Context: an optimization exercise on an open-source flow, tuned for small area and few clock cycles. The choices shown serve that exercise and are no tape-out recipe. RTL that was checked went through simulation tests only; none was proved equivalent to the original. No activity file was given, so power comes from the tool's default toggle rates.

==> module eppe_clip_axis, before the edit <==
module eppe_clip_axis (
    input  wire [15:0] s_in,    
    input  wire [15:0] l_in,    
    input  wire        flip,
    input  wire        d64,     
    output wire [6:0]  s3,
    output wire [6:0]  l4
);
    wire [6:0]  d   = d64 ? 7'd64 : 7'd45;
    wire [15:0] la  = l_in & {16{flip}};
    wire [16:0] v   = {s_in[15], s_in} + {la[15], la};      
    wire        neg = v[16];
    wire        big = !neg && ((v[15:7] != 9'd0) || v[6] || (!d64 && v[5:0] > 6'd45));
    wire [6:0]  vc  = neg ? 7'd0 : (big ? d : v[6:0]);
    wire [6:0]  dm  = d - vc;
    assign s3 = flip ? dm : vc;
    wire [6:0]  rem  = flip ? vc : dm;                    
    wire        lneg = l_in[15];
    wire        lbig = (l_in[14:7] != 8'd0) || (l_in[6:0] > rem);
    assign l4 = lneg ? 7'd0 : (lbig ? rem : l_in[6:0]);
endmodule
==> flow/config.mk <==
export PLATFORM = sky130hd
export DESIGN_NAME = eppe_page_engine
export DESIGN_NICKNAME = eppe_page_engine
export VERILOG_FILES = /design/flow/design.v
export SDC_FILE = /design/flow/constraint.sdc
export NUM_CORES = 4
export LEC_CHECK = 0
export CAP_MARGIN = 20
export CORE_MARGIN = 2
export CORE_UTILIZATION = 40
export SLEW_MARGIN = 40
export SYNTH_HIERARCHICAL = 1
export SYNTH_MINIMUM_KEEP_SIZE = 0
==> flow/constraint.sdc <==
create_clock -name core_clock -period 20.0 [get_ports {clk}]
set_input_delay 4.0000 -clock core_clock [delete_from_list [all_inputs] [get_ports {clk}]]
set_output_delay 4.0000 -clock core_clock [all_outputs]
set_load 0.01 [all_outputs]
standard.sh (not shown) runs the stock make flow with config.mk's settings and CLKGATE_MAP_FILE= SYNTH_SCRIPT=/design/flow/synth_recipe.tcl, a recipe that flattens the netlist after the stock synthesis.
==> flow/flow/run.sh <==
#!/bin/bash
# The standard layout, with two changes:
#  - input and output ports get the smallest buffer (buf_1);
#  - clock tree synthesis uses no dummy loads and larger sink clusters.
set -euo pipefail
export BUFFER_PORTS_ARGS="-buffer_cell sky130_fd_sc_hd__buf_1"
export CTS_ARGS="-sink_clustering_enable -repair_clock_nets -dont_use_dummy_load -sink_clustering_size 28 -sink_clustering_max_diameter 84"
bash standard.sh > make_flow.log 2>&1
Next try:
--- a/flow/design.v
+++ b/flow/design.v
@@ -30,20 +30,20 @@
     input  wire        d64,     
     output wire [6:0]  s3,
     output wire [6:0]  l4
 );
     wire [6:0]  d   = d64 ? 7'd64 : 7'd45;
-    wire [15:0] la  = l_in & {16{flip}};
-    wire [16:0] v   = {s_in[15], s_in} + {la[15], la};      
+    wire [16:0] t   = {s_in[15], s_in} + {l_in[15], l_in};
+    wire [16:0] v   = flip ? t : {s_in[15], s_in};
     wire        neg = v[16];
-    wire        big = !neg && ((v[15:7] != 9'd0) || v[6] || (!d64 && v[5:0] > 6'd45));
+    wire        big = !v[16] && ((v[15:7] != 9'd0) || (v[6:0] > d));
     wire [6:0]  vc  = neg ? 7'd0 : (big ? d : v[6:0]);
     wire [6:0]  dm  = d - vc;
     assign s3 = flip ? dm : vc;
-    wire [6:0]  rem  = flip ? vc : dm;                    
+    wire [6:0]  rem = flip ? vc : dm;
     wire        lneg = l_in[15];
-    wire        lbig = (l_in[14:7] != 8'd0) || (l_in[6:0] > rem);
+    wire        lbig = !lneg && ((l_in[14:7] != 8'd0) || (l_in[6:0] > rem));
     assign l4 = lneg ? 7'd0 : (lbig ? rem : l_in[6:0]);
 endmodule
 module eppe_page_engine (
     input  wire        clk,
     input  wire        rst,
=> The changed run completed with no timing, DRC or antenna violations; power rises by 0.95%; final area rose by about 0.9%; utilization is higher by 0.15 points; sequential share of layout area went down by 0.47 points; non-clock buffer count rose by 5; final cell count grows by 1.2%; routed wire length increases by 2.3%; clock-buffer cell count does not change; synthesized area went up by about 1.2%; critical path depth increases by 34; die area climbs by about 1.1%; combinational power rose by about 7%.
Testbench counts after the change, summed over its fixed seeds: cycles 22,098.
For the first run of this note, only the layout was checked, not whether the RTL still works.

---

eppe_page_engine, a different RTL version from the one above (not shown whole).
Size in the first run: about 2300 cells after synthesis, roughly 720 flip-flops, ~170 I/O pins, about 26000 sq um of cells after synthesis.
==> flow/config.mk <==
export PLATFORM = sky130hd
export DESIGN_NAME = eppe_page_engine
export DESIGN_NICKNAME = eppe_page_engine
export VERILOG_FILES = /design/flow/design.v
export SDC_FILE = /design/flow/constraint.sdc
export NUM_CORES = 4
export LEC_CHECK = 0
export CAP_MARGIN = 10
export CORE_MARGIN = 2
export CORE_UTILIZATION = 70
export SLEW_MARGIN = 10
export SYNTH_HIERARCHICAL = 1
export SYNTH_MINIMUM_KEEP_SIZE = 0
==> flow/constraint.sdc <==
create_clock -name core_clock -period 20.0 [get_ports {clk}]
set_input_delay 4.0000 -clock core_clock [delete_from_list [all_inputs] [get_ports {clk}]]
set_output_delay 4.0000 -clock core_clock [all_outputs]
set_load 0.01 [all_outputs]
Scripts as last shown in full above: flow/flow/run.sh
Testbench counts at the start, summed over its fixed seeds: cycles 21,634.
Change:
--- a/flow/design.v
+++ b/flow/design.v
@@ -105,13 +105,12 @@
     reg         s_win_part;
     reg  [3:0]  s_wx8, s_we8;              
     reg  [5:0]  s_wy, s_wh;
     reg  [3:0]  s_cur;                     
     reg         diag_badcmd, diag_passlock;
     reg  [1:0]  bg;                        
-    reg         pg_wrote;
     reg  [1:0]  ph;                        
     reg  [2:0]  cw;                        
     reg         cw_all;                    
     reg         streaming;
     reg  [1:0]  st_bg;                     
     reg  [2:0]  st_r, st_rl;               
@@ -198,23 +197,22 @@
     wire busy     = streaming && !st_end;
     wire cw_on    = (cw != 3'd0);
     reg stall;
     always @* begin
         case (cmd_op)
             OP_SET_PART_WIN:  stall = !active && !clip_step;
-            OP_FILL:          stall = streaming && active && !col3 && pg_wrote;
+            OP_FILL:          stall = streaming && active && !col3;
             OP_SET_PIXEL,
             OP_SET_PIXEL_PHY: stall = pix_do && (pix_pend || ph != pix_q);
             OP_BEGIN_FRAME:   stall = streaming && active;
             OP_ADVANCE_PAGE:  stall = active && (busy || cw_on);
             default:          stall = 1'b0;
         endcase
     end
     assign cmd_ready = !stall;
     wire accept = cmd_valid && !stall;
-    wire pix_wr = accept && pix_do;
     wire [3:0] next_cur = (s_cur == 4'd8) ? 4'hF : s_cur + 4'd1;
     always @(posedge clk) begin
         if (rst) begin
             s_rot         <= 2'd0;
             s_mirror      <= 1'b0;
             s_win_part    <= 1'b0;
@@ -223,15 +221,13 @@
             diag_passlock <= 1'b0;
             streaming     <= 1'b0;
             st_held       <= 1'b0;
             ph            <= 2'd0;
             cw            <= 3'd0;
             clip_step     <= 1'b0;
-            pg_wrote      <= 1'b0;
         end else begin
-            if (pix_wr) pg_wrote <= 1'b1;
             ph <= ph + 2'd1;
             if (cw_on) cw <= cw - 3'd1;
             if (st_take) st_j <= st_j + 2'd1;
             if (st_head && !out_ready) begin
                 st_held <= 1'b1;
                 st_hold <= {head_h, head_l};
@@ -272,13 +268,13 @@
                     end
                     OP_FILL: begin
                         if (col3) begin
                             diag_badcmd <= 1'b1;
                         end else if (active) begin
                             cw     <= 3'd4;
-                            cw_all <= !streaming;
+                            cw_all <= 1'b1;
                             bg     <= cmd_arg[1:0];
                         end
                     end
                     OP_SET_PIXEL, OP_SET_PIXEL_PHY: begin
                         if (col3) diag_badcmd <= 1'b1;
                     end
@@ -289,13 +285,12 @@
                             cw     <= 3'd4;
                             cw_all <= 1'b1;
                         end
                     end
                     OP_ADVANCE_PAGE: begin
                         if (active) begin
-                            pg_wrote <= 1'b0;
                             s_cur  <= next_cur;
                             bg     <= 2'd0;
                             cw     <= 3'd4;
                             cw_all <= pr_empty;
                             if (!pr_empty) begin
                                 streaming <= 1'b1;
@@ -311,12 +306,13 @@
                     end
                     default: ;
                 endcase
             end
         end
     end
+    wire       pix_wr = accept && pix_do;
     wire [1:0] code   = cmd_arg[1:0] + 2'd1;                
     wire [4:0] row_clr = {5{cw_on}} & ({5{cw_all}} | ~reg_rows[4:0]);
     wire [7:0] col_clr = {8{cw_on}} & ({8{cw_all}} | ~reg_cols);
     wire [4:0] row_rd  = {5{st_head}} & (5'd1 << st_r);
     wire [7:0] col_rd  = 8'd1 << st_c;
     wire [4:0] row_wr  = {5{pix_wr}} & (5'd1 << pix_r);
Worst hold slack degrades by 0.013 ns.
Routed wire length is lower by 0.45%.
Area after synthesis is higher by 0.55%.
First-iteration DRC count is lower by 7.8%.
Final area is higher by 0.40%.
Global-route usage barely changes.
Power is higher by 1.1%.
Setup slack improves by 0.68 ns.
Die area is higher by 0.54%.
Sequential power barely changes.
Via count is lower by 0.31%.
Clock power is lower by about 2%.
Clock skew is lower by 0.057 ns.
Maximum frequency is higher by 5.6%.
Testbench counts after the change, summed over its fixed seeds: cycles 22,098.

separate check: timing with driven ports:
The flow's constraints put no driver on any port. The routed layouts listed below were extracted and timed again, unchanged, in two steps. Step 1 (the two cells are an assumption about what drives the block):
set clk [get_ports {clk}]
set_driving_cell -lib_cell sky130_fd_sc_hd__clkbuf_16 $clk
set_driving_cell -lib_cell sky130_fd_sc_hd__buf_2 [delete_from_list [all_inputs] $clk]
Step 2 adds t to the input delays and takes it off the output delays; t is the mean of the earliest and latest rising clock arrival at the registers after step 1. Input paths then give back, and output paths get back, about the clock's delay inside the block. a / b / c = ideal / step 1 / step 2; a / b = the first two.
| run | shift t [ns] | setup WS [ns] | worst setup path after step 2 | latest minus earliest clock arrival (ns) | worst slew at a driven data input, ns |
|---|---|---|---|---|---|
| the first run of note 1 | 0.605 | 7.389 / 7.353 / 7.329 | input to register | 0.095 / 0.095 | 0.07 |
| the second run of note 1 | 0.600 | 6.165 / 6.196 / 5.596 | input to register | 0.090 / 0.090 | 0.10 |
| the first run of note 2 | 0.637 | 7.256 / 7.233 / 7.233 | input to output | 0.101 / 0.101 | 0.06 |
| the second run of note 2 | 0.638 | 7.935 / 7.956 / 7.318 | input to register | 0.043 / 0.044 | 0.07 |
After both steps every run listed still meets setup and hold. For the second run of note 2, which loses most, drivers alone change the setup slack by +0.021 ns; drivers and shift together by -0.617 ns.
